Background: an optimization exercise with open tools, aiming at small area. Do not read the settings as production practice. At most, simulation tests tie the RTL to the original design; equivalence was not proved. Only the layout flow was run in run 4; the RTL was not checked for function there.

===== design/flow/design.v =====
module aws_core (
    input  wire        clk,
    input  wire        rst,           
    input  wire        host_we,
    input  wire [7:0]  host_addr,
    input  wire [31:0] host_wdata,
    output reg  [31:0] host_rdata,
    input  wire [31:0] now,
    input  wire        rx_valid,
    input  wire [7:0]  rx_data,
    output reg         tx_valid,
    output wire [3:0]  tx_len,
    output wire [87:0] tx_frame
);
    localparam [4:0] S_IDLE    = 5'h00;
    localparam [4:0] S_SENT    = 5'h01;
    localparam [4:0] S_AH1     = 5'h02;
    localparam [4:0] S_AH2     = 5'h03;
    localparam [4:0] S_AH3     = 5'h04;
    localparam [4:0] S_APAY    = 5'h05;
    localparam [4:0] S_VERIFY  = 5'h06;
    localparam [4:0] S_SUCCESS = 5'h07;
    localparam [4:0] S_TIMEOUT = 5'h08;
    localparam [4:0] S_READING = 5'h09;
    localparam [4:0] S_ACK0    = 5'h10;
    localparam [4:0] S_ACK5    = 5'h15;
    localparam [4:0] S_PWRCYC  = 5'h18;
    localparam [3:0] OP_CRC  = 4'h1;
    localparam [3:0] OP_CRCA = 4'h2;
    localparam [3:0] OP_CRCV = 4'h3;
    localparam [3:0] OP_FRQ  = 4'h4;
    localparam [3:0] OP_FRA  = 4'h5;
    localparam [3:0] OP_RDN  = 4'h6;
    localparam [3:0] OP_QRYS = 4'h8;
    localparam [3:0] OP_QRYD = 4'h9;
    localparam [3:0] OP_SETA = 4'hA;
    function [15:0] crc_byte;
        input [15:0] c;
        input [7:0]  d;
        reg   [7:0]  x;
        reg          p7;
        begin
            x  = c[7:0] ^ d;
            p7 = ^x[6:0];
            crc_byte[0]    = p7 ^ x[7] ^ c[8];
            crc_byte[5:1]  = c[13:9];
            crc_byte[6]    = x[0] ^ c[14];
            crc_byte[7]    = x[0] ^ x[1] ^ c[15];
            crc_byte[13:8] = x[6:1] ^ x[7:2];
            crc_byte[14]   = p7;
            crc_byte[15]   = p7 ^ x[7];
        end
    endfunction
    reg [3:0]  c_op;             
    reg [7:0]  c_a;              
    reg [15:0] c_imm;            
    reg        c_v;              
    reg [4:0]  state;
    reg        done_f, ok_f, tmo_f, pwr_f, short_f;
    reg        err_busy, err_illegal, err_operand, rxovf;
    reg        r_hi;             
    reg [15:0] r_lo;
    reg        r_v;
    reg [15:0] crc_raw;
    reg        crc_v;
    reg [4:0]  count;
    reg [15:0] resends;
    reg [31:0] t_start, t_last;
    reg        t_v;
    reg        rd_active;
    reg [31:0] rd_start;
    reg [4:0]  rd_n, rd_count;
    reg [15:0] rd_dl;
    reg        rd_v;
    reg [7:0]  ch;
    reg        ch_v;
    reg        f_q, f_ad;
    reg [7:0]  f_a;
    reg [15:0] f_imm;
    reg [15:0] f_crc;
    reg [7:0]  rxf0;
    reg        rxf1_03, rxf1_10, rxf2_02, rxf2_10;
    reg [7:0]  rxf3, rxf4, rxf5, rxf6;
    reg [7:0]  buf_q [0:15];
    reg [7:0]  fifo [0:63];
    reg [5:0]  fifo_rd, fifo_wr;
    reg [6:0]  fifo_level;
    wire busy = !((state == S_IDLE) || (state == S_SUCCESS) || (state == S_TIMEOUT));
    wire st_ack = state[4] && !state[3];
    wire st_await = st_ack || (state == S_AH1) || (state == S_AH2) ||
                    (state == S_AH3) || (state == S_APAY);
    wire [7:0] txf [0:10];
    assign txf[0]  = f_a;
    assign txf[1]  = {3'b000, f_ad, 2'b00, f_q, f_q};
    assign txf[2]  = f_q ? f_imm[15:8] : {3'b000, f_ad, 4'h0};
    assign txf[3]  = f_q ? f_imm[7:0] : 8'h00;
    assign txf[4]  = 8'h00;
    assign txf[5]  = {7'h0, f_q | f_ad};
    assign txf[6]  = f_q ? f_crc[7:0] : {6'h0, f_ad, 1'b0};
    assign txf[7]  = f_q ? f_crc[15:8] : 8'h00;
    assign txf[8]  = f_ad ? f_imm[7:0] : 8'h00;
    assign txf[9]  = f_ad ? f_crc[7:0] : 8'h00;
    assign txf[10] = f_ad ? f_crc[15:8] : 8'h00;
    wire [3:0] txlen = {f_q | f_ad, 1'b0, f_ad, f_ad};
    wire [7:0] rxf1 = {3'b000, rxf1_10, 2'b00, rxf1_03, rxf1_03};
    wire [7:0] rxf2 = {3'b000, rxf2_10, 2'b00, rxf2_02, 1'b0};
    always @(*) begin
        host_rdata = 32'h0;
        case (host_addr)
            8'h00: if (c_v) host_rdata = {c_op, 4'h0, c_a, c_imm};
            8'h01: host_rdata = {20'h0, rxovf, err_operand, err_illegal, err_busy,
                                 2'b00, short_f, pwr_f, tmo_f, ok_f, done_f, busy};
            8'h02: host_rdata = {(ch_v ? ch : 8'h00), 11'h0, rd_active,
                                 (c_v ? c_op : 4'h0), 3'b000, state};
            8'h03: if (r_v) host_rdata = {{16{r_hi}}, r_lo};
            8'h04: if (crc_v) host_rdata = {crc_raw, crc_raw[7:0], crc_raw[15:8]};
            8'h05: host_rdata = {27'h0, count};
            8'h06: host_rdata = {16'h0, resends};
            8'h07: if (t_v) host_rdata = t_start;
            8'h08: if (t_v) host_rdata = t_last;
            8'h09: if (rd_v) host_rdata = rd_start;
            8'h0A: host_rdata = {28'h0, txlen};
            8'h0B: host_rdata = now;
            8'h0C: host_rdata = {25'h0, fifo_level};
            8'h0D: if (rd_v) host_rdata = {rd_dl, 3'b000, rd_count, 3'b000, rd_n};
            8'h10, 8'h11, 8'h12, 8'h13, 8'h14, 8'h15, 8'h16, 8'h17,
            8'h18, 8'h19, 8'h1A:
                host_rdata = {24'h0, txf[host_addr[3:0]]};
            8'h20: host_rdata = {24'h0, rxf0};
            8'h21: host_rdata = {24'h0, rxf1};
            8'h22: host_rdata = {24'h0, rxf2};
            8'h23: host_rdata = {24'h0, rxf3};
            8'h24: host_rdata = {24'h0, rxf4};
            8'h25: host_rdata = {24'h0, rxf5};
            8'h26: host_rdata = {24'h0, rxf6};
            8'h40, 8'h41, 8'h42, 8'h43, 8'h44, 8'h45, 8'h46, 8'h47,
            8'h48, 8'h49, 8'h4A, 8'h4B, 8'h4C, 8'h4D, 8'h4E, 8'h4F:
                host_rdata = {24'h0, buf_q[host_addr[3:0]]};
            default: host_rdata = 32'h0;
        endcase
    end
    assign tx_len = txlen;
    genvar g;
    generate
        for (g = 0; g < 11; g = g + 1) begin : g_txf
            assign tx_frame[8*g +: 8] = txf[g];
        end
    endgenerate
    wire [3:0]  w_op  = host_wdata[31:28];
    wire [3:0]  w_rsv = host_wdata[27:24];
    wire [7:0]  w_a   = host_wdata[23:16];
    wire [15:0] w_imm = host_wdata[15:0];
    wire cmd_wr = host_we && (host_addr == 8'h00);
    wire buf_wr = host_we && (host_addr[7:4] == 4'h4);
    wire op_crcx = (w_op == OP_CRC) || (w_op == OP_CRCA) || (w_op == OP_CRCV);
    wire op_q    = (w_op == OP_FRQ) || (w_op == OP_QRYS) || (w_op == OP_QRYD);
    wire op_ad   = (w_op == OP_FRA) || (w_op == OP_SETA);
    reg w_illegal, w_operand;
    always @(*) begin
        case (w_op)
            OP_CRC, OP_CRCA, OP_CRCV: w_illegal = (w_imm != 16'h0);
            OP_FRQ, OP_RDN, OP_QRYS, OP_QRYD: w_illegal = 1'b0;
            OP_FRA, OP_SETA: w_illegal = (w_imm[15:8] != 8'h0);
            default: w_illegal = 1'b1;
        endcase
        if (w_rsv != 4'h0) w_illegal = 1'b1;
        case (w_op)
            OP_CRC, OP_RDN:           w_operand = (w_a > 8'd16);
            OP_CRCA, OP_CRCV:         w_operand = (w_a > 8'd14);
            OP_FRQ, OP_QRYS, OP_QRYD: w_operand = (w_a == 8'h00);
            OP_FRA, OP_SETA:          w_operand = (w_imm[7:0] == 8'h00);
            default:                  w_operand = 1'b0;
        endcase
    end
    wire accept = cmd_wr && !busy && !w_illegal && !w_operand;
    wire do_verify = (state == S_VERIFY);
    wire e_v = do_verify;
    wire e_q = !do_verify && op_q;
    wire e_a = !do_verify && op_ad;
    wire e_b = !do_verify && !op_q && !op_ad;
    reg [7:0] e [0:15];
    reg [4:0] e_n;
    integer k;
    always @(*) begin
        for (k = 0; k < 16; k = k + 1) e[k] = buf_q[k];
        if (e_v) begin
            e[0] = rxf0; e[1] = 8'h03; e[2] = 8'h02; e[3] = rxf3; e[4] = rxf4;
            e[5] = rxf5; e[6] = rxf6;
        end else if (e_q) begin
            e[0] = w_a; e[1] = 8'h03; e[2] = w_imm[15:8]; e[3] = w_imm[7:0];
            e[4] = 8'h00; e[5] = 8'h01;
        end else if (e_a) begin
            e[0] = w_a; e[1] = 8'h10; e[2] = 8'h10; e[3] = 8'h00; e[4] = 8'h00;
            e[5] = 8'h01; e[6] = 8'h02; e[7] = 8'h00; e[8] = w_imm[7:0];
        end
        e_n = e_v ? 5'd5 : e_q ? 5'd6 : e_a ? 5'd9 : w_a[4:0];
    end
    reg [15:0] p [0:16];
    reg [16:0] pz;
    always @(*) begin
        p[0] = 16'hFFFF;
        for (k = 0; k < 16; k = k + 1)
            p[k+1] = crc_byte(p[k], e[k]);
        for (k = 0; k <= 16; k = k + 1)
            pz[k] = (p[k] == 16'h0);
    end
    wire [15:0] e_crc  = p[e_n];
    wire        crcv_ok = pz[w_a[4:0] + 5'd2];
    wire [31:0] el_start = now - t_start;
    wire [31:0] el_last  = now - t_last;
    wire [31:0] el_rd    = now - rd_start;
    wire        rd_expired = (el_rd[31:16] != 16'h0) || (el_rd[15:0] > rd_dl);
    wire fifo_empty = (fifo_level == 7'd0);
    wire [7:0] fifo_head = fifo[fifo_rd];
    wire do_sent = (state == S_SENT);
    wire do_top  = st_await && !rd_active;
    wire do_poll = rd_active && (!fifo_empty || rd_expired);
    wire       take      = do_poll && (rd_count != rd_n) && !fifo_empty;
    wire [4:0] cnt_new   = rd_count + {4'h0, take};
    wire       rd_finish = do_poll && ((cnt_new == rd_n) || rd_expired);
    reg [7:0] ack_exp;
    always @(*) begin
        case (state[2:0])
            3'd0: ack_exp = c_a;
            3'd1: ack_exp = 8'h10;
            3'd2: ack_exp = 8'h10;
            3'd3: ack_exp = 8'h00;
            3'd4: ack_exp = 8'h00;
            default: ack_exp = 8'h01;
        endcase
    end
    reg [7:0] hdr_exp;
    always @(*) begin
        case (state[1:0])
            2'd2: hdr_exp = c_a;
            2'd3: hdr_exp = 8'h03;
            default: hdr_exp = 8'h02;
        endcase
    end
    wire byte_ok = take && (fifo_head == (st_ack ? ack_exp : hdr_exp));
    wire pop = take;
    wire [6:0] level_after_pop = fifo_level - {6'h0, pop};
    wire push = rx_valid && !level_after_pop[6];
    integer i;
    always @(posedge clk) begin
        if (rst) begin
            c_v         <= 1'b0;
            state       <= S_IDLE;
            done_f      <= 1'b0;
            ok_f        <= 1'b0;
            tmo_f       <= 1'b0;
            pwr_f       <= 1'b0;
            short_f     <= 1'b0;
            err_busy    <= 1'b0;
            err_illegal <= 1'b0;
            err_operand <= 1'b0;
            rxovf       <= 1'b0;
            r_v         <= 1'b0;
            crc_v       <= 1'b0;
            count       <= 5'h0;
            resends     <= 16'h0;
            t_v         <= 1'b0;
            rd_active   <= 1'b0;
            rd_v        <= 1'b0;
            ch_v        <= 1'b0;
            f_q         <= 1'b0;
            f_ad        <= 1'b0;
            f_a         <= 8'h0;
            tx_valid    <= 1'b0;
            rxf0        <= 8'h0;
            rxf1_03     <= 1'b0;
            rxf1_10     <= 1'b0;
            rxf2_02     <= 1'b0;
            rxf2_10     <= 1'b0;
            rxf3        <= 8'h0;
            rxf4        <= 8'h0;
            rxf5        <= 8'h0;
            rxf6        <= 8'h0;
            for (i = 0; i < 16; i = i + 1) buf_q[i] <= 8'h0;
            fifo_rd     <= 6'h0;
            fifo_wr     <= 6'h0;
            fifo_level  <= 7'h0;
        end else begin
            tx_valid <= 1'b0;
            if (cmd_wr) begin
                if (busy)           err_busy    <= 1'b1;
                else if (w_illegal) err_illegal <= 1'b1;
                else if (w_operand) err_operand <= 1'b1;
            end
            if (buf_wr) begin
                if (busy) err_busy <= 1'b1;
                else      buf_q[host_addr[3:0]] <= host_wdata[7:0];
            end
            if (accept) begin
                c_v     <= 1'b1;
                c_op    <= w_op;
                c_a     <= w_a;
                c_imm   <= w_imm;
                done_f  <= 1'b0;
                ok_f    <= 1'b0;
                tmo_f   <= 1'b0;
                short_f <= 1'b0;
                if (op_crcx || op_q || op_ad) begin
                    crc_v   <= 1'b1;
                    crc_raw <= e_crc;
                end
                if (op_q || op_ad) begin
                    f_q   <= op_q;
                    f_ad  <= op_ad;
                    f_a   <= w_a;
                    f_imm <= w_imm;
                    f_crc <= e_crc;
                end
                case (w_op)
                    OP_CRC, OP_FRQ, OP_FRA: begin
                        ok_f <= 1'b1; done_f <= 1'b1; state <= S_IDLE;
                    end
                    OP_CRCA: begin
                        buf_q[w_a[3:0]]        <= e_crc[7:0];
                        buf_q[w_a[3:0] + 4'd1] <= e_crc[15:8];
                        ok_f <= 1'b1; done_f <= 1'b1; state <= S_IDLE;
                    end
                    OP_CRCV: begin
                        ok_f <= crcv_ok;
                        done_f <= 1'b1; state <= S_IDLE;
                    end
                    OP_QRYS, OP_QRYD, OP_SETA: begin
                        rxf0 <= 8'h0;
                        rxf1_03 <= 1'b0; rxf1_10 <= 1'b0;
                        rxf2_02 <= 1'b0; rxf2_10 <= 1'b0;
                        rxf3 <= 8'h0; rxf4 <= 8'h0; rxf5 <= 8'h0; rxf6 <= 8'h0;
                        resends <= 16'h0;
                        state <= S_SENT;
                    end
                    OP_RDN: begin
                        if (w_a == 8'h00) begin
                            count <= 5'h0;
                            ok_f <= 1'b1; done_f <= 1'b1; state <= S_IDLE;
                        end else begin
                            rd_v      <= 1'b1;
                            rd_active <= 1'b1;
                            rd_start  <= now;
                            rd_n      <= w_a[4:0];
                            rd_count  <= 5'h0;
                            rd_dl     <= w_imm;
                            state     <= S_READING;
                        end
                    end
                    default: ;
                endcase
            end
            if (do_sent) begin
                tx_valid <= 1'b1;
                t_v      <= 1'b1;
                t_start  <= now;
                t_last   <= now;
                state    <= (c_op == OP_SETA) ? S_ACK0 : S_AH1;
            end
            if (do_verify) begin
                crc_raw <= e_crc;
                if (pz[7]) begin
                    r_v  <= 1'b1;
                    r_hi <= 1'b0;
                    r_lo <= {(c_op == OP_QRYS) ? rxf3 : 8'h00, rxf4};
                    ok_f   <= 1'b1;
                    tmo_f  <= 1'b0;
                    done_f <= 1'b1;
                    state  <= S_SUCCESS;
                end else begin
                    state  <= S_AH1;
                end
            end
            if (do_top) begin
                if ((el_start[31:10] != 22'h0) || (el_start[9:0] > 10'd1000)) begin
                    r_v  <= 1'b1;
                    r_hi <= (c_op == OP_QRYS);
                    r_lo <= (c_op == OP_QRYS) ? 16'hFFFB :
                            (c_op == OP_QRYD) ? 16'h0012 : 16'h0000;
                    ok_f   <= 1'b0;
                    tmo_f  <= 1'b1;
                    done_f <= 1'b1;
                    state  <= S_TIMEOUT;
                end else begin
                    if ((el_last[31:7] != 25'h0) || (el_last[6:0] > 7'd100)) begin
                        tx_valid <= 1'b1;
                        t_last   <= now;
                        resends  <= resends + 16'd1;
                    end
                    rd_v      <= 1'b1;
                    rd_active <= 1'b1;
                    rd_start  <= now;
                    rd_n      <= (state == S_APAY) ? 5'd4 : 5'd1;
                    rd_count  <= 5'h0;
                    rd_dl     <= 16'd100;
                end
            end
            if (do_poll) begin
                if (take) begin
                    if (state == S_READING)
                        buf_q[rd_count[3:0]] <= fifo_head;
                    else if (state == S_APAY) begin
                        case (rd_count[1:0])
                            2'd0: rxf3 <= fifo_head;
                            2'd1: rxf4 <= fifo_head;
                            2'd2: rxf5 <= fifo_head;
                            default: rxf6 <= fifo_head;
                        endcase
                    end else begin
                        ch_v <= 1'b1;
                        ch   <= fifo_head;
                    end
                end
                rd_count <= cnt_new;
                if (rd_finish) begin
                    rd_active <= 1'b0;
                    if (state == S_READING) begin
                        count   <= cnt_new;
                        short_f <= (cnt_new != rd_n);
                        ok_f    <= (cnt_new == rd_n);
                        done_f  <= 1'b1;
                        state   <= S_IDLE;
                    end else if (state == S_APAY) begin
                        state <= (cnt_new == 5'd4) ? S_VERIFY : S_AH1;
                    end else if (st_ack) begin
                        if (byte_ok) begin
                            case (state[2:0])
                                3'd0: rxf0 <= fifo_head;
                                3'd1: rxf1_10 <= 1'b1;
                                3'd2: rxf2_10 <= 1'b1;
                                3'd5: rxf5 <= 8'h01;
                                default: ;
                            endcase
                            if (state == S_ACK5) begin
                                pwr_f  <= 1'b1;
                                done_f <= 1'b0;
                                ok_f   <= 1'b1;
                                r_v    <= 1'b1;
                                r_hi   <= 1'b0;
                                r_lo   <= 16'h1;
                                state  <= S_PWRCYC;
                            end else
                                state <= state + 5'd1;
                        end else
                            state <= S_ACK0;
                    end else begin  
                        if (byte_ok) begin
                            case (state[1:0])
                                2'd2: rxf0 <= fifo_head;
                                2'd3: rxf1_03 <= 1'b1;
                                default: rxf2_02 <= 1'b1;
                            endcase
                            state <= state + 5'd1;
                        end else
                            state <= S_AH1;
                    end
                end
            end
            if (pop) fifo_rd <= fifo_rd + 6'd1;
            if (rx_valid) begin
                if (push) begin
                    fifo[fifo_wr] <= rx_data;
                    fifo_wr <= fifo_wr + 6'd1;
                end else
                    rxovf <= 1'b1;
            end
            fifo_level <= level_after_pop + {6'h0, push};
        end
    end
endmodule

===== design/flow/run.sh =====
#!/bin/bash
# synth_recipe.tcl (not shown) runs the flow's synth.tcl, then flattens the netlist and writes it again
# the make line also repeats each setting of config.mk as NAME=value (left out here)
make -C /OpenROAD-flow-scripts/flow DESIGN_CONFIG=/design/flow/config.mk WORK_HOME=/design/flow/orfs CLKGATE_MAP_FILE= SYNTH_SCRIPT=/design/flow/synth_recipe.tcl finish

===== design/flow/config.mk =====
export PLATFORM = sky130hd
export DESIGN_NAME = aws_core
export DESIGN_NICKNAME = aws_core
export VERILOG_FILES = /design/flow/design.v
export SDC_FILE = /design/flow/constraint.sdc
export NUM_CORES = 4
export LEC_CHECK = 0
export CAP_MARGIN = 20
export CORE_MARGIN = 2
export CORE_UTILIZATION = 40
export SLEW_MARGIN = 20

===== design/flow/constraint.sdc =====
create_clock -name core_clock -period 25.0 [get_ports {clk}]
set_input_delay 5.0000 -clock core_clock [delete_from_list [all_inputs] [get_ports {clk}]]
set_output_delay 5.0000 -clock core_clock [all_outputs]
set_load 0.01 [all_outputs]

==> results.cfg, run 1 <==
[status]
status = failed layout checks
violatedChecks = setup timing

[timing]
min_period_ns = 25.31
setup_viol = 34
finalHoldViolCount = 0
report.final.slew_viol_count = 0
slew-limit-headroom_pct = 15.3
hold_slack_ns = 0.444
finalCritPeriodShare_pct = 101
setup_ws_ns = -0.312
rsz0062_at_grt = yes
fmax_mhz = 39.5
tightest_slew_ns = 1.27
skew_ns = 0.0686

[clocking]
ctsHoldBuffers = 0
clk_pin_slew_ns = 0.06
insertion_delay_ns = 0.76
cts_buffer_depth = 3
root_buffer = clkbuf_16
h-tree-depth = 3
cts_made_buffers = 102
cts.sinks = 985
cts_tree = done

[layout]
nFillCells = 13300
fin_util_pct = 47.4
layout_commonest_cell = edfxtp_1
finalNetCount = 5718
drive_gt1_share_pct = 19.2
regArea_um2 = 28400
multi_input_area_um2 = 30000
final_cells = 7516
syn2layout_area_growth_pct = 17.7
most-common-layout-cells = edfxtp_1 (863), nand2_1 (387), buf_4 (366), nor2_1 (355), xnor2_1 (235)

[grt]
grt_pass1_vias = 44700
grt_max_degree = 130
antenna_found_initial = 14
grt_pass1_wl_um = 335000
grt_use_total_pct = 30.7
grt_overflow = 0

[floorplan]
dieHeight_um = 390
rows = 141
die_w_um = 390
start_util_pct = 40.3
core_area_um2 = 148000
io_pins = 209
die_area_um2 = 152000

[worst_setup_path]
criticalPathCategory = primary input to flip-flop
critPathSlowestCell = clkdlybuf4s50_1
cp_max_fo = 7
crit_path_frequent_cell = xnor2_2
cp_data_required_time_ns = 25.45
rrSetupSlack_ns = 3.03
reg2regPathDepth = 92
critPathArrivalTime_ns = 25.76
end_kind = flip-flop
r2r_start = state[1]$_SDFF_PP0_
cp-start-kind = primary input
max_stage_delay_ns = 0.45
reg2reg_to = buf_q[15][7]$_DFFE_PP_

[routing]
viasPerCell = 6.31
drt_first_pass_iters = 6
post_drt_wl_per_cell_um = 32.0
final_antenna_net_count = 0
drtIter0Drc = 6759
vias = 47400
wirelength_um = 240000
drc_errors = 0

[worst_hold_path]
worstHoldStart = ch_v$_SDFFE_PP0P_
hold_path_class = flip-flop to flip-flop
holdPathStages = 1
hold-path-endpoint = ch_v$_SDFFE_PP0P_

[flow_run]
maxCapViolations = 0

[synthesis]
async_flop_share_pct = 0
avgSynthCellArea_um2 = 11.6
syn_area_um2 = 59600
synth_top_area_share_pct = 43.5
yosysSeqAreaShare_pct = 47.6
yosys.area.top_type = edfxtp_1
synth.distinct_cells = 118
synth_edf_count = 863
ys.flop_type = edfxtp_1
yosysWarningCount = 3
ys_ff_latch = 985
ys_top_cells_by_area = edfxtp_1 (44%), mux4_2 (7.9%), dfxtp_1 (4.1%), xnor2_1 (3.7%), ha_1 (2.9%)
netlist_instances = 5123

[placed_design]
io_buffer_count = 187
pre_cts_slack_ns = -1.32
routabilityCongestion = 1.02
numPlacedInstances = 7252
hpwl_um = 179000
Yosys cell counts, types with 32 or more instances:
library cell,n
o22ai_1,103
clkbuf_1,220
mux4_2,208
a22o_1,32
a211o_1,34
nor2b_1,38
nand4_1,49
xnor2_1,251
xnor3_1,52
or3_1,35
a21oi_1,234
nor3_1,85
mux2i_1,54
o21ai_0,200
buf_1,33
and2_1,72
nor2_1,362
nor4_1,34
nand2_1,387
inv_1,214
ha_1,138
xor2_1,172
nand2b_1,50
o21a_1,40
o221ai_1,43
dfxtp_1,122
nand3_1,178
and3_1,40
a22oi_1,74
o211ai_1,48
edfxtp_1,863
mux2_2,43
a221oi_1,61
through the flow:
step | setup TNS, ns | instance area (um^2)
detailed placement | -50.77 | 65400
finish | -7.04 | 70100
floorplan | -65.52 | 60000
global placement | -37.36 | 65400
CTS | 0 | 69400
global route | -29.97 | 70100
per-layer routing:
layer / up-vias / track usage (%) / share of wire (%) / routed length [um]
li1: 20300 / - / - / -
met1: 23700 / 41.8 / 40 / 96800
met2: 2776 / 46.5 / 44 / 105000
met3: 590 / 6.46 / 10 / 24200
met4: 8 / 15.2 / 5.8 / 14000
met5: - / 0 / 0.022 / 53
worst max-delay path by stage:
stage	startpoint	end	slack, ns	depth (start not counted)
CTS	host_wdata[28]	buf_q[14][7]$_DFFE_PP_	0.009	94
global route	host_wdata[29]	buf_q[13][7]$_DFFE_PP_	-0.99	96
floorplan	host_wdata[30]	buf_q[10][0]$_DFFE_PP_	-1.56	96
detailed placement	host_wdata[29]	buf_q[1][7]$_DFFE_PP_	-1.32	94
finish	host_wdata[16]	buf_q[15][7]$_DFFE_PP_	-0.31	93
global placement	host_wdata[29]	buf_q[1][7]$_DFFE_PP_	-1.06	94
cells by family (layout without fill, tap and decap cells):
logic type	after synthesis	count (layout)	synth area share, %
and+or+nand+nor	1425	1425	11.6
AOI/OAI and AO/OA	1191	1191	14.1
DFF	985	985	47.6
buffers and inverters	537	974	3.74
xor gates and xnor gates	536	536	10.4
muxes	307	307	9.63
adders and majority gates	141	141	3.00
other	1	27	0.00630
state kept, by name, indices dropped and copies added (netlist names), 8 cells and up, named ones only:
name and count:
buf_q 128, c_a 8, c_imm 16, ch 8, crc_raw 16, f_a 8
f_crc 16, f_imm 16, fifo 512, r_lo 16, rd_dl 16, rd_start 32
resends 16, rxf0 8, rxf3 8, rxf4 8, rxf5 8, rxf6 8
t_last 32, t_start 32
cell type report:
cell class	instances	share of cell area [%]
sequential	985	40.5
multi-input combinational	3621	42.8
inverter	216	1.17
antenna	6	0.0214
tap	1930	3.45
clock inverter	71	1.26
timing repair buffer	567	6.99
clock buffer	120	3.84
what timing repair did:
action | CTS | global route
pin swaps | 47 | 79
gates cloned | 0 | 2
gates resized for setup | 20 | 91
buffers inserted | 34 | 31
endpoints found under the setup margin | 35 | 85
endpoints found under the hold margin | 0 | 0
worst max-delay path: cells and delay by family:
kind / cells / cell delay, ns
AOI/OAI and AO/OA: 7 / 1.42
xor gates and xnor gates: 62 / 12.92
and+or+nand+nor: 4 / 0.82
adders and majority gates: 15 / 4.49
buffers and inverters: 5 / 1.07
==> run 2: changes to the inputs <==
--- a/design/flow/design.v
+++ b/design/flow/design.v
@@ -38,17 +38,67 @@
         input [15:0] c;
         input [7:0]  d;
         reg   [7:0]  x;
-        reg          p7;
+        reg          q, q7;
         begin
             x  = c[7:0] ^ d;
-            p7 = ^x[6:0];
-            crc_byte[0]    = p7 ^ x[7] ^ c[8];
+            q  = (x[1] ^ x[2]) ^ (x[3] ^ x[4]) ^ (x[5] ^ x[6]);
+            q7 = q ^ x[7];
+            crc_byte[0]    = ((q7 ^ c[8])) ^ x[0];
             crc_byte[5:1]  = c[13:9];
-            crc_byte[6]    = x[0] ^ c[14];
-            crc_byte[7]    = x[0] ^ x[1] ^ c[15];
+            crc_byte[6]    = c[14] ^ x[0];
+            crc_byte[7]    = (x[1] ^ c[15]) ^ x[0];
             crc_byte[13:8] = x[6:1] ^ x[7:2];
-            crc_byte[14]   = p7;
-            crc_byte[15]   = p7 ^ x[7];
+            crc_byte[14]   = q ^ x[0];
+            crc_byte[15]   = q7 ^ x[0];
+        end
+    endfunction
+    function [31:0] sub32;           
+        input [31:0] a;
+        input [31:0] b;
+        integer j;
+        reg bw;
+        begin
+            bw = 1'b0;
+            for (j = 0; j < 32; j = j + 1) begin
+                sub32[j] = a[j] ^ b[j] ^ bw;
+                bw = (~a[j] & b[j]) | (~(a[j] ^ b[j]) & bw);
+            end
+        end
+    endfunction
+    function gt16;                   
+        input [15:0] a;
+        input [15:0] b;
+        integer j;
+        reg g;
+        begin
+            g = 1'b0;
+            for (j = 0; j < 16; j = j + 1)
+                g = (a[j] & ~b[j]) | (~(a[j] ^ b[j]) & g);
+            gt16 = g;
+        end
+    endfunction
+    function [15:0] inc16;
+        input [15:0] a;
+        integer j;
+        reg cy;
+        begin
+            cy = 1'b1;
+            for (j = 0; j < 16; j = j + 1) begin
+                inc16[j] = a[j] ^ cy;
+                cy = cy & a[j];
+            end
+        end
+    endfunction
+    function [5:0] inc6;
+        input [5:0] a;
+        integer j;
+        reg cy;
+        begin
+            cy = 1'b1;
+            for (j = 0; j < 6; j = j + 1) begin
+                inc6[j] = a[j] ^ cy;
+                cy = cy & a[j];
+            end
         end
     endfunction
     reg [3:0]  c_op;             
@@ -165,8 +215,9 @@
         endcase
         if (w_rsv != 4'h0) w_illegal = 1'b1;
         case (w_op)
-            OP_CRC, OP_RDN:           w_operand = (w_a > 8'd16);
-            OP_CRCA, OP_CRCV:         w_operand = (w_a > 8'd14);
+            OP_CRC, OP_RDN:           w_operand = (w_a[7:5] != 3'h0) ||
+                                                  (w_a[4] && (w_a[3:0] != 4'h0));
+            OP_CRCA, OP_CRCV:         w_operand = (w_a[7:4] != 4'h0) || (w_a[3:0] == 4'hF);
             OP_FRQ, OP_QRYS, OP_QRYD: w_operand = (w_a == 8'h00);
             OP_FRA, OP_SETA:          w_operand = (w_imm[7:0] == 8'h00);
             default:                  w_operand = 1'b0;
@@ -178,45 +229,53 @@
     wire e_q = !do_verify && op_q;
     wire e_a = !do_verify && op_ad;
     wire e_b = !do_verify && !op_q && !op_ad;
+    wire e_f = e_v || e_q || e_a;
     reg [7:0] e [0:15];
     reg [4:0] e_n;
     integer k;
     always @(*) begin
         for (k = 0; k < 16; k = k + 1) e[k] = buf_q[k];
         if (e_v) begin
-            e[0] = rxf0; e[1] = 8'h03; e[2] = 8'h02; e[3] = rxf3; e[4] = rxf4;
-            e[5] = rxf5; e[6] = rxf6;
+            e[7] = rxf0; e[8] = 8'h03; e[9] = 8'h02; e[10] = rxf3; e[11] = rxf4;
+            e[12] = rxf5; e[13] = rxf6;
         end else if (e_q) begin
-            e[0] = w_a; e[1] = 8'h03; e[2] = w_imm[15:8]; e[3] = w_imm[7:0];
-            e[4] = 8'h00; e[5] = 8'h01;
+            e[7] = w_a; e[8] = 8'h03; e[9] = w_imm[15:8]; e[10] = w_imm[7:0];
+            e[11] = 8'h00; e[12] = 8'h01;
         end else if (e_a) begin
-            e[0] = w_a; e[1] = 8'h10; e[2] = 8'h10; e[3] = 8'h00; e[4] = 8'h00;
-            e[5] = 8'h01; e[6] = 8'h02; e[7] = 8'h00; e[8] = w_imm[7:0];
+            e[7] = w_a; e[8] = 8'h10; e[9] = 8'h10; e[10] = 8'h00; e[11] = 8'h00;
+            e[12] = 8'h01; e[13] = 8'h02; e[14] = 8'h00; e[15] = w_imm[7:0];
         end
-        e_n = e_v ? 5'd5 : e_q ? 5'd6 : e_a ? 5'd9 : w_a[4:0];
+        e_n = e_v ? 5'd12 : e_q ? 5'd13 : e_a ? 5'd16 : w_a[4:0];
     end
     reg [15:0] p [0:16];
     reg [16:0] pz;
     always @(*) begin
         p[0] = 16'hFFFF;
         for (k = 0; k < 16; k = k + 1)
-            p[k+1] = crc_byte(p[k], e[k]);
+            p[k+1] = crc_byte((k == 7) ? (p[k] | {16{e_f}}) : p[k], e[k]);
         for (k = 0; k <= 16; k = k + 1)
             pz[k] = (p[k] == 16'h0);
     end
     wire [15:0] e_crc  = p[e_n];
-    wire        crcv_ok = pz[w_a[4:0] + 5'd2];
-    wire [31:0] el_start = now - t_start;
-    wire [31:0] el_last  = now - t_last;
-    wire [31:0] el_rd    = now - rd_start;
-    wire        rd_expired = (el_rd[31:16] != 16'h0) || (el_rd[15:0] > rd_dl);
+    wire [15:0] pz2 = pz[16:2];
+    wire        crcv_ok = pz2[w_a[3:0]];
+    wire [31:0] el_a     = sub32(now, rd_active ? rd_start : t_start);
+    wire [31:0] el_last  = sub32(now, t_last);
+    wire        rd_expired = (el_a[31:16] != 16'h0) || gt16(el_a[15:0], rd_dl);
+    wire        outer_exp  = (el_a[31:10] != 22'h0) ||
+                             (el_a[9:4] == 6'h3F) ||
+                             (el_a[9:3] == 7'h7D && el_a[2:0] != 3'h0);    
+    wire        resend_due = (el_last[31:7] != 25'h0) ||
+                             (el_last[6:5] == 2'b11 && (el_last[4] || el_last[3] ||
+                              (el_last[2] && (el_last[1] || el_last[0]))));    
     wire fifo_empty = (fifo_level == 7'd0);
     wire [7:0] fifo_head = fifo[fifo_rd];
     wire do_sent = (state == S_SENT);
     wire do_top  = st_await && !rd_active;
     wire do_poll = rd_active && (!fifo_empty || rd_expired);
     wire       take      = do_poll && (rd_count != rd_n) && !fifo_empty;
-    wire [4:0] cnt_new   = rd_count + {4'h0, take};
+    wire [5:0] cnt_inc   = inc6({1'b0, rd_count});
+    wire [4:0] cnt_new   = take ? cnt_inc[4:0] : rd_count;
     wire       rd_finish = do_poll && ((cnt_new == rd_n) || rd_expired);
     reg [7:0] ack_exp;
     always @(*) begin
@@ -239,8 +298,17 @@
     end
     wire byte_ok = take && (fifo_head == (st_ack ? ack_exp : hdr_exp));
     wire pop = take;
-    wire [6:0] level_after_pop = fifo_level - {6'h0, pop};
-    wire push = rx_valid && !level_after_pop[6];
+    wire push = rx_valid && !(fifo_level[6] && !pop);
+    reg [6:0] level_next;
+    reg       lc;
+    integer   m;
+    always @(*) begin
+        lc = 1'b1;
+        for (m = 0; m < 7; m = m + 1) begin
+            level_next[m] = fifo_level[m] ^ ((push ^ pop) & lc);
+            lc = lc & (push ? fifo_level[m] : ~fifo_level[m]);
+        end
+    end
     integer i;
     always @(posedge clk) begin
         if (rst) begin
@@ -316,8 +384,10 @@
                         ok_f <= 1'b1; done_f <= 1'b1; state <= S_IDLE;
                     end
                     OP_CRCA: begin
-                        buf_q[w_a[3:0]]        <= e_crc[7:0];
-                        buf_q[w_a[3:0] + 4'd1] <= e_crc[15:8];
+                        for (i = 0; i < 16; i = i + 1) begin
+                            if (w_a[3:0] == i)     buf_q[i] <= e_crc[7:0];
+                            if (w_a[3:0] == i - 1) buf_q[i] <= e_crc[15:8];
+                        end
                         ok_f <= 1'b1; done_f <= 1'b1; state <= S_IDLE;
                     end
                     OP_CRCV: begin
@@ -358,7 +428,7 @@
             end
             if (do_verify) begin
                 crc_raw <= e_crc;
-                if (pz[7]) begin
+                if (pz[14]) begin
                     r_v  <= 1'b1;
                     r_hi <= 1'b0;
                     r_lo <= {(c_op == OP_QRYS) ? rxf3 : 8'h00, rxf4};
@@ -371,7 +441,7 @@
                 end
             end
             if (do_top) begin
-                if ((el_start[31:10] != 22'h0) || (el_start[9:0] > 10'd1000)) begin
+                if (outer_exp) begin
                     r_v  <= 1'b1;
                     r_hi <= (c_op == OP_QRYS);
                     r_lo <= (c_op == OP_QRYS) ? 16'hFFFB :
@@ -381,10 +451,10 @@
                     done_f <= 1'b1;
                     state  <= S_TIMEOUT;
                 end else begin
-                    if ((el_last[31:7] != 25'h0) || (el_last[6:0] > 7'd100)) begin
+                    if (resend_due) begin
                         tx_valid <= 1'b1;
                         t_last   <= now;
-                        resends  <= resends + 16'd1;
+                        resends  <= inc16(resends);
                     end
                     rd_v      <= 1'b1;
                     rd_active <= 1'b1;
@@ -430,7 +500,7 @@
                                 3'd5: rxf5 <= 8'h01;
                                 default: ;
                             endcase
-                            if (state == S_ACK5) begin
+                            if (state[2:0] == 3'd5) begin
                                 pwr_f  <= 1'b1;
                                 done_f <= 1'b0;
                                 ok_f   <= 1'b1;
@@ -439,7 +509,7 @@
                                 r_lo   <= 16'h1;
                                 state  <= S_PWRCYC;
                             end else
-                                state <= state + 5'd1;
+                                state <= {2'b10, state[2:0] + 3'd1};
                         end else
                             state <= S_ACK0;
                     end else begin  
@@ -449,21 +519,21 @@
                                 2'd3: rxf1_03 <= 1'b1;
                                 default: rxf2_02 <= 1'b1;
                             endcase
-                            state <= state + 5'd1;
+                            state <= {2'b00, state[2:0] + 3'd1};
                         end else
                             state <= S_AH1;
                     end
                 end
             end
-            if (pop) fifo_rd <= fifo_rd + 6'd1;
+            if (pop) fifo_rd <= inc6(fifo_rd);
             if (rx_valid) begin
                 if (push) begin
                     fifo[fifo_wr] <= rx_data;
-                    fifo_wr <= fifo_wr + 6'd1;
+                    fifo_wr <= inc6(fifo_wr);
                 end else
                     rxovf <= 1'b1;
             end
-            fifo_level <= level_after_pop + {6'h0, push};
+            fifo_level <= level_next;
         end
     end
 endmodule
==> results.cfg, run 2 <==
[status]
status = no timing/DRC/antenna violations

[worst_setup_path]
path_delay_family = adder cells
max_stage_delay_ns = 0.73
rrSetupSlack_ns = 9.84
critPathSlowestCell = nand2_2
cp_max_fo = 34
reg2reg_to = t_last[8]$_DFFE_PN_
cp-start-kind = primary input
crit_path_frequent_cell = fa_1
end_kind = flip-flop
reg2regPathDepth = 42
criticalPathCategory = primary input to flip-flop
critPathArrivalTime_ns = 20.07
path_buf_inv = 6
r2r_start = rd_active$_SDFF_PP0_
cp_data_required_time_ns = 25.46

[clocking]
cts_setup_buffers = 0
cts_made_buffers = 104
root_buffer = clkbuf_16
cts_tree = done
insertion_delay_ns = 0.78
clk_pin_slew_ns = 0.06
cts_buffer_depth = 3
ctsHoldBuffers = 0
h-tree-depth = 3
cts.sinks = 985
postCtsResizedCells = 0

[floorplan]
core_area_um2 = 142000
die_w_um = 382
io_pins = 209
die_area_um2 = 146000
rows = 138
start_util_pct = 40.4
dieHeight_um = 382

[routing]
drc_errors = 0
vias = 43700
post_drt_wl_per_cell_um = 33.4
wirelength_um = 226000
drt_first_pass_iters = 6
final_antenna_net_count = 0
viasPerCell = 6.45
drtIter0Drc = 7080

[synthesis]
synth_compound_area_share_pct = 11.2
async_flop_share_pct = 0
yosys.area.top_type = edfxtp_1
ys.flop_type = edfxtp_1
syn_area_um2 = 57300
yosysSeqAreaShare_pct = 49.5
synth.distinct_cells = 104
netlist_instances = 4668
synth_mux_area_share_pct = 12.2
ys_ff_latch = 985
yosysWarningCount = 3
synth_edf_count = 863
synth-simple-area-share_pct = 10.5
yosys.cell_count.top_type = edfxtp_1
synth_top_family_by_area = multiplexers
avgSynthCellArea_um2 = 12.3
ys_top_cells_by_area = edfxtp_1 (45%), mux4_2 (8.2%), dfxtp_1 (4.3%), xnor2_1 (3.9%), mux2i_1 (2.8%)
synthAdderAreaFrac_pct = 3.17
synth_xor_area_share_pct = 10.1
synth_top_area_share_pct = 45.3
synth_common_cells = edfxtp_1 (863), nand2_1 (379), nor2_1 (324)

[flow_run]
maxCapViolations = 0

[timing]
skew_ns = 0.115
slew-limit-headroom_pct = 12.9
min_period_ns = 19.61
setup-tns-final_ns = 0
report.final.slew_viol_count = 0
setup_viol = 0
finalHoldViolCount = 0
tightest_slew_ns = 1.27
fmax_mhz = 51.0
rsz0062_at_grt = no
setup_ws_ns = 5.39
finalCritPeriodShare_pct = 78.4

[grt]
grt_overflow = 0
antenna_found_initial = 20
grt_pass1_vias = 41200
grt_use_total_pct = 30.4
grt_pass1_wl_um = 319000
grt_max_degree = 68

[layout]
most-common-layout-cells = edfxtp_1 (863), nand2_1 (377), nor2_1 (314), xnor2_1 (256), a21oi_1 (210)
drive_gt1_share_pct = 14.1
finalNetCount = 4972
largest_register = fifo
layout_commonest_cell = edfxtp_1
final_cells = 6775
largest_register_ff_count = 512
syn2layout_area_growth_pct = 13.5
top_regs = fifo: 512 flops, buf_q: 128 flops
nFillCells = 12800

[placed_design]
routabilityCongestion = 1.05
io_buffer_count = 187
hpwl_um = 162000
pre_cts_slack_ns = 4.68
numPlacedInstances = 6560

[worst_hold_path]
holdPathStages = 1
worstHoldStart = ch_v$_SDFFE_PP0P_
hold-path-endpoint = ch_v$_SDFFE_PP0P_
hold_path_class = flip-flop to flip-flop
==> run 2: cell types whose count changed in the layout (fill, tap and decap cells not counted), sizes merged, moves of 50 or more <==
cell and change:
a22oi +85, buf -237, fa +57, ha -89
inv -119, mux2i +109, o21ai -50, o22ai -50
==> run 2: cells by family after synthesis <==
logic type | count (synthesis)
AND/OR/NAND/NOR | 1267
buffers and inverters | 441
AO/OA/AOI/OAI | 940
multiplexers | 428
flip-flops | 985
other | 1
adder cells (fa/ha/maj) | 109
XOR/XNOR | 497
==> run 2: how the worst max path moves through the flow <==
| stage | start | end | slack (ns) | depth (start not counted) |
|---|---|---|---|---|
| 2_1_floorplan | now[0] | t_last[10]$_DFFE_PN_ | 7.00 | 43 |
| 3_3_place_gp | now[0] | t_last[1]$_DFFE_PN_ | 4.87 | 43 |
| 3_5_place_dp | now[0] | t_last[1]$_DFFE_PN_ | 4.68 | 43 |
| 4_1_cts | now[0] | t_last[8]$_DFFE_PN_ | 5.48 | 43 |
| 5_1_grt | now[0] | t_last[8]$_DFFE_PN_ | 4.90 | 43 |
| 6_report | now[0] | t_last[8]$_DFFE_PN_ | 5.39 | 43 |
==> run 2: stage by stage <==
| stage | hold WS [ns] | cell area [um^2] | util, % |
|---|---|---|---|
| 3_3_place_gp | 0.428 | 61300 | 43.3 |
| 6_report | 0.457 | 65000 | 45.9 |
| 3_5_place_dp | 0.439 | 61400 | 43.3 |
| 4_1_cts | 0.453 | 64900 | 45.8 |
| 2_1_floorplan | 0.418 | 57300 | - |
| 5_1_grt | 0.485 | 65000 | 45.8 |
==> run 2: worst reg2reg max path, delay by kind of cell, from the launching register on <==
family | cells | cell delay, ns
flip-flops | 1 | 0.57
adder cells (fa/ha/maj) | 31 | 10.06
buffers and inverters | 2 | 0.16
AND/OR/NAND/NOR | 5 | 2.85
multiplexers | 2 | 0.89
XOR/XNOR | 2 | 0.36
==> run 2: layer usage <==
layer | GRT usage [%] | up-vias | share of wire, %
li1 | - | 18100 | -
met4 | 14.5 | 24 | 5.2
met2 | 43.9 | 2934 | 42
met1 | 42.9 | 22100 | 41
met3 | 7.40 | 543 | 11
met5 | 0 | - | 0.085
==> run 2: final cells by class <==
cell class	count	area (um^2)	area share (%)
timing repair buffer	330	2900	4.45
antenna	14	35.0	0.0539
clock inverter	48	619	0.953
multi-input combinational	3262	27400	42.2
tap	1890	2360	3.64
inverter	96	365	0.562
sequential	985	28400	43.6
clock buffer	150	2950	4.53
==> run 3: changes to the inputs <==
--- a/design/flow/design.v
+++ b/design/flow/design.v
@@ -132,7 +132,7 @@
     reg        rxf1_03, rxf1_10, rxf2_02, rxf2_10;
     reg [7:0]  rxf3, rxf4, rxf5, rxf6;
     reg [7:0]  buf_q [0:15];
-    reg [7:0]  fifo [0:63];
+    reg [511:0] fifo_q;          
     reg [5:0]  fifo_rd, fifo_wr;
     reg [6:0]  fifo_level;
     wire busy = !((state == S_IDLE) || (state == S_SUCCESS) || (state == S_TIMEOUT));
@@ -269,7 +269,26 @@
                              (el_last[6:5] == 2'b11 && (el_last[4] || el_last[3] ||
                               (el_last[2] && (el_last[1] || el_last[0]))));    
     wire fifo_empty = (fifo_level == 7'd0);
-    wire [7:0] fifo_head = fifo[fifo_rd];
+    reg  [7:0] fifo_head;
+    reg  [7:0] fm32 [0:31];
+    reg  [7:0] fm16 [0:15];
+    reg  [7:0] fm8  [0:7];
+    reg  [7:0] fm4  [0:3];
+    reg  [7:0] fm2  [0:1];
+    integer fi;
+    always @(*) begin
+        for (fi = 0; fi < 32; fi = fi + 1)
+            fm32[fi] = fifo_rd[0] ? fifo_q[16*fi+8 +: 8] : fifo_q[16*fi +: 8];
+        for (fi = 0; fi < 16; fi = fi + 1)
+            fm16[fi] = fifo_rd[1] ? fm32[2*fi+1] : fm32[2*fi];
+        for (fi = 0; fi < 8; fi = fi + 1)
+            fm8[fi] = fifo_rd[2] ? fm16[2*fi+1] : fm16[2*fi];
+        for (fi = 0; fi < 4; fi = fi + 1)
+            fm4[fi] = fifo_rd[3] ? fm8[2*fi+1] : fm8[2*fi];
+        for (fi = 0; fi < 2; fi = fi + 1)
+            fm2[fi] = fifo_rd[4] ? fm4[2*fi+1] : fm4[2*fi];
+        fifo_head = fifo_rd[5] ? fm2[1] : fm2[0];
+    end
     wire do_sent = (state == S_SENT);
     wire do_top  = st_await && !rd_active;
     wire do_poll = rd_active && (!fifo_empty || rd_expired);
@@ -309,6 +328,11 @@
             lc = lc & (push ? fifo_level[m] : ~fifo_level[m]);
         end
     end
+    integer fw;
+    always @(posedge clk)
+        for (fw = 0; fw < 64; fw = fw + 1)
+            if (!rst && push && fifo_wr == fw)
+                fifo_q[8*fw +: 8] <= rx_data;
     integer i;
     always @(posedge clk) begin
         if (rst) begin
@@ -350,14 +374,13 @@
             fifo_level  <= 7'h0;
         end else begin
             tx_valid <= 1'b0;
-            if (cmd_wr) begin
-                if (busy)           err_busy    <= 1'b1;
-                else if (w_illegal) err_illegal <= 1'b1;
+            if ((cmd_wr || buf_wr) && busy) err_busy <= 1'b1;
+            if (cmd_wr && !busy) begin
+                if (w_illegal) err_illegal <= 1'b1;
                 else if (w_operand) err_operand <= 1'b1;
             end
             if (buf_wr) begin
-                if (busy) err_busy <= 1'b1;
-                else      buf_q[host_addr[3:0]] <= host_wdata[7:0];
+                if (!busy) buf_q[host_addr[3:0]] <= host_wdata[7:0];
             end
             if (accept) begin
                 c_v     <= 1'b1;
@@ -528,7 +551,6 @@
             if (pop) fifo_rd <= inc6(fifo_rd);
             if (rx_valid) begin
                 if (push) begin
-                    fifo[fifo_wr] <= rx_data;
                     fifo_wr <= inc6(fifo_wr);
                 end else
                     rxovf <= 1'b1;
==> design/flow/flow/run.sh (new file) <==
#!/bin/bash
# Layout flow: the standard ORFS flow, except that synthesis maps the
# combinational logic with an area-oriented ABC script (flow/abc.script).
# Everything else in synthesis (synth_recipe.tcl: -nofsm -noshare, flatten,
# register naming) is unchanged, so the registers match the standard
# synthesis by name and cell type.
set -euo pipefail
W=$(pwd)
rm -rf "$W/scripts_abc"
cp -r "$FLOW_HOME/scripts" "$W/scripts_abc"
cp "$W/flow/abc.script" "$W/scripts_abc/abc_speed.script"
bash "$W/standard.sh" "SCRIPTS_DIR=$W/scripts_abc" synth > "$W/make_synth.log" 2>&1
bash "$W/standard.sh" finish > "$W/make_finish.log" 2>&1
==> design/flow/flow/abc.script (new file) <==
&get -n
&st
&dc2
&syn2
&dch -f
&nf -R 1000 -p -F 8
&st
&dc2
&dch -f
&nf -R 1000 -p -F 8
&st
&dch -f
&nf -R 1000 -p -F 8
&put
==> design/flow/standard.sh (new file) <==
#!/bin/bash
# synth_recipe.tcl (not shown) runs the flow's synth.tcl, then flattens the netlist and writes it again
# the make line also repeats each setting of config.mk as NAME=value (left out here)
make -C /OpenROAD-flow-scripts/flow DESIGN_CONFIG=/design/flow/config.mk WORK_HOME=/design/flow/orfs CLKGATE_MAP_FILE= SYNTH_SCRIPT=/design/flow/synth_recipe.tcl "${@:-finish}"
removed: design/flow/run.sh
==> results.cfg, run 3 <==
[routing]
viasPerCell = 6.41
drc_errors = 0
vias = 41100
wirelength_um = 210000
drtIter0Drc = 6643
drt_first_pass_iters = 7
final_antenna_net_count = 0
post_drt_wl_per_cell_um = 32.8

[flow_run]
maxCapViolations = 0

[layout]
top_regs = fifo_q: 512 flops, buf_q: 128 flops
most-common-layout-cells = edfxtp_1 (863), nand2_1 (375), nor2_1 (333), a21oi_1 (331), xnor2_1 (246)
final_cells = 6408
fin_area_um2 = 59900
multi_input_area_um2 = 22600
regArea_um2 = 28300
largest_register_ff_count = 512
syn2layout_area_growth_pct = 17.1
largest_register = fifo_q
layout_commonest_cell = edfxtp_1
finalNetCount = 4851
drive_gt1_share_pct = 9.89
nFillCells = 11500

[placed_design]
numPlacedInstances = 6208
routabilityCongestion = 1.05
hpwl_um = 149000
dpl_cell_area_um2 = 56100
io_buffer_count = 187

[floorplan]
dieHeight_um = 361
io_pins = 209
start_util_pct = 40.2
rows = 131
die_w_um = 361
die_area_um2 = 131000
core_area_um2 = 127000

[worst_setup_path]
critPathArrivalTime_ns = 20.36
cp_data_required_time_ns = 25.47
end_kind = flip-flop
crit_path_frequent_cell = fa_1
cp_max_fo = 41
reg2reg_to = t_last[31]$_DFFE_PN_
max_stage_delay_ns = 0.60
rrSetupSlack_ns = 9.69
crit_start = now[0]
criticalPathCategory = primary input to flip-flop
cp-start-kind = primary input
r2r_start = t_last[0]$_DFFE_PN_
critPathSlowestCell = a21oi_4
reg2regPathDepth = 41
critPathCapture = t_last[31]$_DFFE_PN_

[timing]
finalHoldViolCount = 0
skew_ns = 0.0560
tightest_slew_ns = 1.26
rsz0062_at_grt = no
finalCritPeriodShare_pct = 79.6
min_period_ns = 19.89
setup-tns-final_ns = 0
slew-limit-headroom_pct = 15.2
setup_viol = 0
fmax_mhz = 50.3
hold_slack_ns = 0.452
report.final.slew_viol_count = 0

[clocking]
cts.sinks = 979
root_buffer = clkbuf_16
cts_buffer_depth = 3
cts_tree = done
ctsHoldBuffers = 0
insertion_delay_ns = 0.76
cts_setup_buffers = 0
h-tree-depth = 3
postCtsResizedCells = 0
cts_made_buffers = 104
clk_pin_slew_ns = 0.06

[synthesis]
ys_ff_latch = 979
yosys.cell_count.top_type = edfxtp_1
ys_top_cells_by_area = edfxtp_1 (51%), mux4_2 (4.8%), dfxtp_1 (4.5%), xnor2_1 (4.2%), a21oi_1 (3.3%)
synth_edf_count = 863
avgSynthCellArea_um2 = 12.1
yosysWarningCount = 8
syn_area_um2 = 51100
yosys.area.top_type = edfxtp_1
async_flop_share_pct = 0
synth_common_cells = edfxtp_1 (863), nand2_1 (375), nor2_1 (342)
synth.distinct_cells = 67
ys.flop_type = edfxtp_1
netlist_instances = 4235
synth_top_area_share_pct = 50.7
yosysSeqAreaShare_pct = 55.2

[worst_hold_path]
hold_path_class = flip-flop to flip-flop
worstHoldStart = ch_v$_SDFFE_PP0P_

[grt]
grt_overflow = 0
grt_pass1_wl_um = 296000
antenna_found_initial = 10
grt_pass1_vias = 39400
grt_max_degree = 107
grt_use_total_pct = 31.5

[status]
status = no timing/DRC/antenna violations
run 3: worst min-delay path by stage:
stage	end	slack [ns]	cells past startpoint
finish	ch_v$_SDFFE_PP0P_	0.45	1
global placement	ch_v$_SDFFE_PP0P_	0.43	1
CTS	ch_v$_SDFFE_PP0P_	0.45	1
global route	ch_v$_SDFFE_PP0P_	0.46	1
floorplan	pwr_f$_SDFFE_PP0P_	0.41	2
detailed placement	ch_v$_SDFFE_PP0P_	0.43	1
run 3: stage by stage:
| step | worst slack (ns) | utilization [%] |
|---|---|---|
| final | 5.11 | 47.1 |
| after detailed placement | 4.49 | 44.1 |
| after floorplan | 4.90 | - |
| after global routing | 4.55 | 47.1 |
| after global placement | 4.69 | 44.1 |
| after CTS | 5.23 | 47.0 |
run 3: layout make-up:
class | count | share of cell area, %
antenna | 3 | 0.0125
sequential | 979 | 47.2
clock buffer | 137 | 4.85
timing repair buffer | 322 | 4.80
multi-input combinational | 3133 | 37.7
inverter | 115 | 0.730
tap | 1662 | 3.47
clock inverter | 57 | 1.24
run 3: logic make-up after synthesis:
kind of cell	count (synthesis)	synth area share, %
buffers and inverters	143	1.26
adders and majority gates	112	3.62
other	1	0.00734
xor gates and xnor gates	383	6.56
AOI/OAI and AO/OA	1249	16.0
muxes	203	6.73
DFF	979	55.2
and+or+nand+nor	1165	10.6
run 3: worst max-delay path: cells and delay by family:
family	cells	cell delay [ns]
AO/OA/AOI/OAI	2	1.14
AND/OR/NAND/NOR	2	0.50
adder cells (fa/ha/maj)	31	11.86
multiplexers	1	0.37
buffers and inverters	7	1.45
run 3: metal layers:
| metal | vias to the layer above | routed length [um] | GRT usage (%) | part of all wire (%) |
|---|---|---|---|---|
| met5 | - | 41 | 0 | 0.020 |
| met4 | 6 | 11400 | 14.6 | 5.4 |
| met3 | 555 | 22700 | 7.92 | 11 |
| met2 | 2634 | 93500 | 48.3 | 45 |
| met1 | 20400 | 82400 | 41.9 | 39 |
| li1 | 17500 | - | - | - |
==> run 4: changes to the inputs <==
--- a/design/flow/design.v
+++ b/design/flow/design.v
@@ -333,6 +333,21 @@
         for (fw = 0; fw < 64; fw = fw + 1)
             if (!rst && push && fifo_wr == fw)
                 fifo_q[8*fw +: 8] <= rx_data;
+    wire       crca_acc = accept && (w_op == OP_CRCA);
+    wire       rdn_take = take && (state == S_READING);
+    wire [7:0] bw_data  = busy ? fifo_head : host_wdata[7:0];
+    wire [7:0] crc_even = w_a[0] ? e_crc[15:8] : e_crc[7:0];
+    wire [7:0] crc_odd  = w_a[0] ? e_crc[7:0] : e_crc[15:8];
+    integer bk;
+    always @(posedge clk)
+        for (bk = 0; bk < 16; bk = bk + 1)
+            if (rst)
+                buf_q[bk] <= 8'h0;
+            else if (crca_acc && ((w_a[3:0] == bk) || (w_a[3:0] == bk - 1)))
+                buf_q[bk] <= bk[0] ? crc_odd : crc_even;
+            else if ((buf_wr && !busy && host_addr[3:0] == bk) ||
+                     (rdn_take && rd_count[3:0] == bk))
+                buf_q[bk] <= bw_data;
     integer i;
     always @(posedge clk) begin
         if (rst) begin
@@ -368,7 +383,6 @@
             rxf4        <= 8'h0;
             rxf5        <= 8'h0;
             rxf6        <= 8'h0;
-            for (i = 0; i < 16; i = i + 1) buf_q[i] <= 8'h0;
             fifo_rd     <= 6'h0;
             fifo_wr     <= 6'h0;
             fifo_level  <= 7'h0;
@@ -380,7 +394,6 @@
                 else if (w_operand) err_operand <= 1'b1;
             end
             if (buf_wr) begin
-                if (!busy) buf_q[host_addr[3:0]] <= host_wdata[7:0];
             end
             if (accept) begin
                 c_v     <= 1'b1;
@@ -407,10 +420,6 @@
                         ok_f <= 1'b1; done_f <= 1'b1; state <= S_IDLE;
                     end
                     OP_CRCA: begin
-                        for (i = 0; i < 16; i = i + 1) begin
-                            if (w_a[3:0] == i)     buf_q[i] <= e_crc[7:0];
-                            if (w_a[3:0] == i - 1) buf_q[i] <= e_crc[15:8];
-                        end
                         ok_f <= 1'b1; done_f <= 1'b1; state <= S_IDLE;
                     end
                     OP_CRCV: begin
@@ -490,7 +499,7 @@
             if (do_poll) begin
                 if (take) begin
                     if (state == S_READING)
-                        buf_q[rd_count[3:0]] <= fifo_head;
+                        ;
                     else if (state == S_APAY) begin
                         case (rd_count[1:0])
                             2'd0: rxf3 <= fifo_head;
==> design/flow/flow/run.sh (replaced) <==
#!/bin/bash
# Layout flow: the standard ORFS flow, except that
# - synthesis maps the combinational logic with an area-oriented ABC script
#   (flow/abc.script); everything else in synthesis (synth_recipe.tcl:
#   -nofsm -noshare, flatten, register naming) is unchanged, so the
#   registers match the standard synthesis by name and cell type;
# - clock tree synthesis uses small clock buffers and no dummy loads.
set -euo pipefail
W=$(pwd)
rm -rf "$W/scripts_abc"
cp -r "$FLOW_HOME/scripts" "$W/scripts_abc"
cp "$W/flow/abc.script" "$W/scripts_abc/abc_speed.script"
bash "$W/standard.sh" "SCRIPTS_DIR=$W/scripts_abc" synth > "$W/make_synth.log" 2>&1
export BUFFER_PORTS_ARGS="-buffer_cell sky130_fd_sc_hd__buf_1"
export CTS_ARGS="-sink_clustering_enable -repair_clock_nets -dont_use_dummy_load -buf_list {sky130_fd_sc_hd__clkbuf_4 sky130_fd_sc_hd__clkbuf_8}"
bash "$W/standard.sh" finish > "$W/make_finish.log" 2>&1
--- a/design/flow/config.mk
+++ b/design/flow/config.mk
@@ -7,5 +7,6 @@
 export LEC_CHECK = 0
 export CAP_MARGIN = 20
 export CORE_MARGIN = 2
-export CORE_UTILIZATION = 40
+export CORE_UTILIZATION = 70
+export PLACE_DENSITY = 0.8
 export SLEW_MARGIN = 20
==> results.cfg, run 4 <==
[synthesis]
ys_top_cells_by_area = edfxtp_1 (44%), dfxtp_1 (9.7%), mux4_2 (5.0%), xnor2_1 (4.5%), nand2_1 (3.3%)
async_flop_share_pct = 0
synth_top_area_share_pct = 43.7
synth-simple-area-share_pct = 12.5
synth_xor_area_share_pct = 6.54
synth_edf_count = 735
avgSynthCellArea_um2 = 11.5
synth_mux_area_share_pct = 7.58
ys.flop_type = edfxtp_1
yosysSeqAreaShare_pct = 53.4
synth_top_family_by_area = compound AO/OA/AOI/OAI gates
synth_compound_area_share_pct = 15.1
synth.distinct_cells = 65
netlist_instances = 4391
synthAdderAreaFrac_pct = 3.67
yosys.cell_count.top_type = edfxtp_1
ys_ff_latch = 979
syn_area_um2 = 50500
yosysWarningCount = 9
yosys.area.top_type = edfxtp_1
synth_common_cells = edfxtp_1 (735), nand2_1 (448), nor2_1 (437)

[clocking]
postCtsResizedCells = 0
ctsHoldBuffers = 0
root_buffer = clkbuf_8
h-tree-depth = 4
cts_setup_buffers = 0
cts_made_buffers = 151
cts_buffer_depth = 3
cts.sinks = 979

[grt]
antenna_found_initial = 53
grt_overflow = 6
grt_use_total_pct = 78.7
grt_max_degree = 113

[floorplan]
start_util_pct = 70.6
die_w_um = 273
dieHeight_um = 273
io_pins = 209
rows = 98

[placed_design]
hpwl_um = 158000
routabilityCongestion = 1.14
pre_cts_slack_ns = 5.43
io_buffer_count = 187

[status]
status = did not finish
firstError = [ERROR GRT-0232] Routing congestion too high. Check the congestion heatmap in the GUI.
stop_stage = global routing (5_1_grt)
[run 4: per-layer routing]
| layer | track usage, % | overflow |
|---|---|---|
| met1 | 81.9 | 0 |
| met4 | 73.1 | 4 |
| met3 | 66.2 | 0 |
| met5 | 42.9 | 1 |
| met2 | 90.9 | 1 |
[run 4: cell families after synthesis]
logic type                 Yosys count
AOI/OAI and AO/OA                 1153
xor gates and xnor gates           377
adders and majority gates          112
buffers and inverters              132
DFF                                979
muxes                              239
other                                1
and+or+nand+nor                   1398
[run 4: worst max-delay path by stage]
stage / endpoint
2_1_floorplan: t_last[31]$_DFFE_PN_
3_3_place_gp: t_last[31]$_DFFE_PN_
3_5_place_dp: resends[1]$_SDFF_PP0_
4_1_cts: resends[1]$_SDFF_PP0_
[run 4: through the flow]
stage / area, um^2 / utilization (%) / std cells
after floorplan: 50600 / - / 4411
after global placement: 53500 / 74.8 / 5652
after detailed placement: 53500 / 74.8 / 5656
after CTS: 55600 / 77.8 / 5807

==> afterwards: timing with drivers on the ports <==
No port has a modelled driver above. Below, the same layouts with a new extraction and two added sets of constraints. Step 1 sets driving cells, clkbuf_16 on the clock port and buf_2 on the other inputs (assumed; they add their load-dependent delay and slew). Step 2 moves the port delays by t, midway between the first and last clock arrival at a register: inputs arrive t later, outputs are due t later. That takes back most of the time a late clock gives input paths. Slacks: no drivers / after step 1 / after step 2; pairs: no drivers / after step 1.
run	t, ns	slack for setup (ns)	hold slack, ns	pins driven straight from the clock port
run 1	0.810	-0.312 / -0.279 / -1.089	0.444 / 0.444 / 0.444	1
run 2	0.791	5.392 / 5.425 / 4.633	0.457 / 0.457 / 0.457	1
run 3	0.803	5.110 / 5.133 / 4.329	0.452 / 0.452 / 0.452	1
The setup slack of run 3, which loses most, moves by +0.023 ns with the drivers and by -0.781 ns with both steps.
